Source: an optimization exercise on an open RTL-to-GDS flow (aim: small area). Production flows keep margins and buffers that such runs may drop. Only simulation tests tie the RTL to the original design; equivalence was not proved. The clock input has no modelled driver; a real chip could not lean on it and would need a root buffer or a full tree. Power is estimated from default activity; no workload was simulated.

==> flow/design.v (excerpt) <==
module i4004_dec (
    input  wire        clk,
    input  wire        rst,           
    input  wire [7:0]  prog_byte,     
    input  wire [3:0]  din,           
    input  wire        test,          
    output wire [11:0] fetch_addr,    
    output wire        opcode_next,   
    output reg         ev_valid,      
    output reg         ev_write,      
    output wire [2:0]  ev_kind,       
    output wire [2:0]  ev_bank,       
    output wire [7:0]  ev_data,       
    output reg  [3:0]  acc,
    output reg         cy,
    output wire        fault
);
    localparam PH_START = 3'b000;
    localparam PH_FAULT = 3'b001;
    localparam PH_FIM   = 3'b010;
    localparam PH_FIN   = 3'b011;
    localparam PH_JCN   = 3'b100;
    localparam PH_ISZ   = 3'b101;
    localparam PH_JUN   = 3'b110;
    localparam PH_JMS   = 3'b111;
    reg [2:0]  phase;
    reg [3:0]  stash;
    reg [3:0]  ev_hi;              
    reg [11:0] pc;
    reg [3:0]  r [0:15];
    reg [11:0] stk [0:3];
    reg [7:0]  sp;                 
    reg [2:0]  bank;
    wire [3:0] opr = prog_byte[7:4];
    wire [3:0] opa = prog_byte[3:0];
    wire ph_start = (phase == PH_START);
    wire ph_pair  = (phase[2:1] == 2'b01);     
    wire ph_fin   = (phase == PH_FIN);
    wire ph_cond  = (phase[2:1] == 2'b10);     
    wire ph_far   = (phase[2:1] == 2'b11);     
    wire ph_jms   = (phase == PH_JMS);
    assign fault       = (phase == PH_FAULT);
    assign opcode_next = (phase[2:1] == 2'b00);
    assign fetch_addr  = {pc[11:8], ph_fin ? {r[0], r[1]} : pc[7:0]};
    function [11:0] inc12;
        input [11:0] x;
        input        ci;
        integer k;
        reg c;
        begin
            c = ci;
  ...
Size: ~630 cells after synthesis, about 50 I/O pins.
Settings: LEC_CHECK=0, CAP_MARGIN=20, CORE_MARGIN=2, CORE_UTILIZATION=65, CTS_BUF_LIST=sky130_fd_sc_hd__clkbuf_8, SLEW_MARGIN=20; clock period 10.0 ns.
standard.sh (not shown) runs the stock make flow with config.mk's settings and CLKGATE_MAP_FILE= SYNTH_SCRIPT=/design/flow/synth_recipe.tcl, a recipe that flattens the netlist after the stock synthesis.
==> flow/flow/run.sh <==
#!/bin/bash
# Own layout flow: the standard flow (standard.sh) with two changes:
#  * synthesis maps the logic with an area-oriented ABC script (abc_area.script,
#    used in place of ORFS's abc_speed.script); everything else in synthesis,
#    including the registers, is the standard synthesis;
#  * the port buffers that global placement inserts are sky130_fd_sc_hd__buf_1.
# Each step's full output goes to a log file in this folder (and ORFS's own
# logs under orfs/logs).
set -euo pipefail
W=$(pwd)
mkdir -p sdir
cp -r "$FLOW_HOME"/scripts/. sdir/
cp flow/abc_area.script sdir/abc_speed.script
SCRIPTS_DIR="$W/sdir" bash standard.sh synth > synth.log 2>&1
BUFFER_PORTS_ARGS="-buffer_cell sky130_fd_sc_hd__buf_1" bash standard.sh > layout.log 2>&1
==> flow/flow/abc_area.script <==
strash
dch -f
amap
The starting point ran to the end with no violations.
Next try:
Settings changed: CAP_MARGIN 20 to 0, CORE_UTILIZATION 65 to 40, GPL_TIMING_DRIVEN set to 0, SLEW_MARGIN 20 to 0.
What happened: Design area increases by 1.4%. Worst hold slack loses 0.018 ns. Die area increases by 60%. Final cell count increases by 10%. Total power decreases by 3.4%.
Next try:
Settings changed: CAP_MARGIN 0 to 20, GPL_TIMING_DRIVEN 0 to not set, SLEW_MARGIN 0 to 20.
=> The new run went through all stages and came out clean. Sequential power is about the same. Cell area shrinks by 0.50%. Sequential share of layout area grows by 0.26 points. Register-to-register slack is better by 0.17 ns. Area after synthesis stays the same. Combinational power is about the same. Via count grows by 1.1%. Fmax grows by 7.1%. Worst setup slack is better by 0.52 ns. Power shrinks by 0.52%.

* * *

v36:
i4004_dec, a different RTL version from the one above (not shown whole).
Size in the first run: ~620 cells after synthesis, about 150 flip-flops, ~6900 sq um of cells after synthesis.
export LEC_CHECK = 0
export CAP_MARGIN = 20
export CORE_MARGIN = 2
export CORE_UTILIZATION = 65
export SLEW_MARGIN = 20
create_clock -name core_clock -period 10.0 [get_ports {clk}]
==> flow/flow/run.sh <==
#!/bin/bash
# Own layout flow: the standard flow (standard.sh) with three changes:
#  * synthesis maps the logic with an area-oriented ABC script (abc_area.script,
#    used in place of ORFS's abc_speed.script); everything else in synthesis,
#    including the registers, is the standard synthesis;
#  * the port buffers that global placement inserts are sky130_fd_sc_hd__buf_1;
#  * the clock tree is built by clock_tree.tcl (sourced before ORFS's CTS
#    step): the clock port drives one root clock buffer, which drives a few
#    clock buffers, each driving one balanced cluster of registers; the rest
#    of ORFS's CTS step (legalisation, timing repair) runs as usual.
# Each step's full output goes to a log file in this folder (and ORFS's own
# logs under orfs/logs).
set -euo pipefail
W=$(pwd)
mkdir -p sdir
cp -r "$FLOW_HOME"/scripts/. sdir/
cp flow/abc_area.script sdir/abc_speed.script
SCRIPTS_DIR="$W/sdir" bash standard.sh synth > synth.log 2>&1
export BUFFER_PORTS_ARGS="-buffer_cell sky130_fd_sc_hd__buf_1"
export PRE_CTS_TCL="$W/flow/clock_tree.tcl"
export CTS_M_N=7
export CTS_M_CAPF=1.25
export CTS_M_ROOT=sky130_fd_sc_hd__clkbuf_8
export CTS_M_BUF=sky130_fd_sc_hd__clkbuf_16
bash standard.sh > layout.log 2>&1
==> flow/flow/clock_tree.tcl <==
# Manual clock tree, sourced before ORFS's CTS step (PRE_CTS_TCL): the clock
# port drives one root buffer (CTS_M_ROOT), which drives CTS_M_N clock buffers
# (CTS_M_BUF); each of those drives the registers of one cluster (k-means on
# register positions, at most CTS_M_CAPF times the average cluster size).
# clock_tree_synthesis is then replaced by a no-op that sets propagated
# clocks; the rest of the CTS step (legalisation, timing repair) runs as usual.
set nbuf [expr {[info exists ::env(CTS_M_N)] ? $::env(CTS_M_N) : 4}]
set bufm [expr {[info exists ::env(CTS_M_BUF)] ? $::env(CTS_M_BUF) : "sky130_fd_sc_hd__clkbuf_16"}]
set db [ord::get_db]
set block [[$db getChip] getBlock]
set clknet [$block findNet clk]
set sinks {}
foreach it [$clknet getITerms] {
  set inst [$it getInst]
  set bb [$inst getBBox]
  lappend sinks [list $it [expr {([$bb xMin] + [$bb xMax]) / 2.0}] [expr {([$bb yMin] + [$bb yMax]) / 2.0}]]
}
set n [llength $sinks]
# initial centres: spread along sorted x then y
set cx {}; set cy {}
set sx [lsort -real -index 1 $sinks]
for {set k 0} {$k < $nbuf} {incr k} {
  set s [lindex $sx [expr {int(($k + 0.5) * $n / $nbuf)}]]
  lappend cx [lindex $s 1]; lappend cy [lindex $s 2]
}
# balanced k-means: assign each sink to the nearest centre with room
set capf [expr {[info exists ::env(CTS_M_CAPF)] ? $::env(CTS_M_CAPF) : 1.0}]
set cap [expr {int(ceil($capf * double($n) / $nbuf))}]
for {set iter 0} {$iter < 30} {incr iter} {
  set pairs {}
  set i 0
  foreach s $sinks {
    for {set k 0} {$k < $nbuf} {incr k} {
      set d [expr {abs([lindex $s 1] - [lindex $cx $k]) + abs([lindex $s 2] - [lindex $cy $k])}]
      lappend pairs [list $d $i $k]
    }
    incr i
  }
  set pairs [lsort -real -index 0 $pairs]
  set assign [lrepeat $n -1]
  set cnt [lrepeat $nbuf 0]
  foreach p $pairs {
    lassign $p d i k
    if {[lindex $assign $i] >= 0} continue
    if {[lindex $cnt $k] >= $cap} continue
    lset assign $i $k
    lset cnt $k [expr {[lindex $cnt $k] + 1}]
  }
  set sumx [lrepeat $nbuf 0.0]; set sumy [lrepeat $nbuf 0.0]
  set i 0
  foreach s $sinks {
    set k [lindex $assign $i]
    lset sumx $k [expr {[lindex $sumx $k] + [lindex $s 1]}]
    lset sumy $k [expr {[lindex $sumy $k] + [lindex $s 2]}]
    incr i
  }
  for {set k 0} {$k < $nbuf} {incr k} {
    if {[lindex $cnt $k] > 0} {
      lset cx $k [expr {[lindex $sumx $k] / [lindex $cnt $k]}]
      lset cy $k [expr {[lindex $sumy $k] / [lindex $cnt $k]}]
    }
  }
}
set master [$db findMaster $bufm]
# optional root buffer between the clock port and the cluster buffers
set rootm [expr {[info exists ::env(CTS_M_ROOT)] ? $::env(CTS_M_ROOT) : ""}]
set srcnet $clknet
if {$rootm ne ""} {
  set sx 0.0; set sy 0.0
  for {set k 0} {$k < $nbuf} {incr k} { set sx [expr {$sx + [lindex $cx $k]}]; set sy [expr {$sy + [lindex $cy $k]}] }
  set rinst [odb::dbInst_create $block [$db findMaster $rootm] "clkbuf_m_root"]
  $rinst setLocation [expr {int($sx / $nbuf)}] [expr {int($sy / $nbuf)}]
  $rinst setPlacementStatus PLACED
  set srcnet [odb::dbNet_create $block "clknet_m_root"]
  $srcnet setSigType CLOCK
  [$rinst findITerm A] connect $clknet
  [$rinst findITerm X] connect $srcnet
}
for {set k 0} {$k < $nbuf} {incr k} {
  set inst [odb::dbInst_create $block $master "clkbuf_m_$k"]
  $inst setLocation [expr {int([lindex $cx $k])}] [expr {int([lindex $cy $k])}]
  $inst setPlacementStatus PLACED
  set net [odb::dbNet_create $block "clknet_m_$k"]
  $net setSigType CLOCK
  [$inst findITerm A] connect $srcnet
  [$inst findITerm X] connect $net
  set nets($k) $net
}
set i 0
foreach s $sinks {
  set it [lindex $s 0]
  $it disconnect
  $it connect $nets([lindex $assign $i])
  incr i
}
$clknet setSigType CLOCK
puts "manual clock tree: $nbuf x $bufm for $n sinks"
rename clock_tree_synthesis _orfs_clock_tree_synthesis
proc clock_tree_synthesis {args} {
  set_propagated_clock [all_clocks]
}
Other scripts of this flow, unchanged in this note and not shown: flow/flow/abc_area.script
v36: full flow OK, the timing, DRC and antenna checks passed
Modified inputs, v11 compared to v36
- a change of CAP_MARGIN from 20 to 0
- a change of SLEW_MARGIN from 20 to 0
diff --git a/flow/flow/run.sh b/flow/flow/run.sh
--- a/flow/flow/run.sh
+++ b/flow/flow/run.sh
@@ -21,2 +21 @@
-export CTS_M_N=7
-export CTS_M_CAPF=1.25
+export CTS_M_N=6
diff --git a/flow/flow/clock_tree.tcl b/flow/flow/clock_tree.tcl
--- a/flow/flow/clock_tree.tcl
+++ b/flow/flow/clock_tree.tcl
@@ -1,6 +1,3 @@
-# Manual clock tree, sourced before ORFS's CTS step (PRE_CTS_TCL): the clock
-# port drives one root buffer (CTS_M_ROOT), which drives CTS_M_N clock buffers
-# (CTS_M_BUF); each of those drives the registers of one cluster (k-means on
-# register positions, at most CTS_M_CAPF times the average cluster size).
-# clock_tree_synthesis is then replaced by a no-op that sets propagated
-# clocks; the rest of the CTS step (legalisation, timing repair) runs as usual.
+# Manual clock tree: the clock port drives CTS_M_N clock buffers; each drives
+# the registers of one cluster (k-means on register positions). Replaces
+# clock_tree_synthesis for this step.
@@ -27,2 +24 @@
-set capf [expr {[info exists ::env(CTS_M_CAPF)] ? $::env(CTS_M_CAPF) : 1.0}]
-set cap [expr {int(ceil($capf * double($n) / $nbuf))}]
+set cap [expr {int(ceil(double($n) / $nbuf))}]
### Flow results
[compare] base=v36 new=v11: global-route wire length before repair saw little to no change; setup slack saw a decrease; portion of the clock cycle consumed by the worst path in the final layout saw an increase; total via count in the routed design saw a decrease.
v11 reports a higher global routing usage summed across all routing layers than v36 does.
Of v11 and v36, v36 shows the lower portion of total power attributed to combinational logic, with v11 above it.
Critical path capture point: r[11][3] -> v11, acc[3] -> v36
The number of vias per cell of v11 and that of v36 are within noise of each other.
Diff v36 -> v11: remaining routing DRC violations ~0 delta, sequential cell area share +0.32 points, critical path depth -3, fmax -about 1.2%.
No run of this note takes its clock network from TritonCTS; it comes from the design's own scripts or RTL.

-- what the ideal ports hide --
How much do the figures lean on ideal ports? The routed layouts below were timed once more, with nothing changed but the port constraints. Step 1 sets driving cells, clkbuf_16 on the clock port and buf_2 on the other inputs (assumed; they add their load-dependent delay and slew). Step 2 moves the port delays by t, midway between the first and last clock arrival at a register: inputs arrive t later, outputs are due t later. That takes back most of the time a late clock gives input paths. Three values: ideal ports, drivers, drivers and shift; two values: the first two.
run	t, ns	setup WS [ns]	latest minus earliest clock arrival (ns)	worst slew at a driven data input, ns	pins driven straight from the clock port
the first run of note 1	0.484	2.298 / 2.301 / 1.817	0.017 / 0.018	0.03	1
the second run of note 1	0.504	2.157 / 2.174 / 1.670	0.016 / 0.016	0.07	1
the third run of note 1	0.481	2.673 / 2.680 / 2.199	0.013 / 0.013	0.03	1
v36	0.454	3.138 / 3.151 / 2.697	0.015 / 0.014	0.05	1
v11	0.445	3.052 / 3.063 / 2.618	0.016 / 0.016	0.05	1
After both steps every run listed still meets setup and hold. The setup slack of the second run of note 1, which loses most, moves by +0.017 ns with the drivers and by -0.487 ns with both steps.
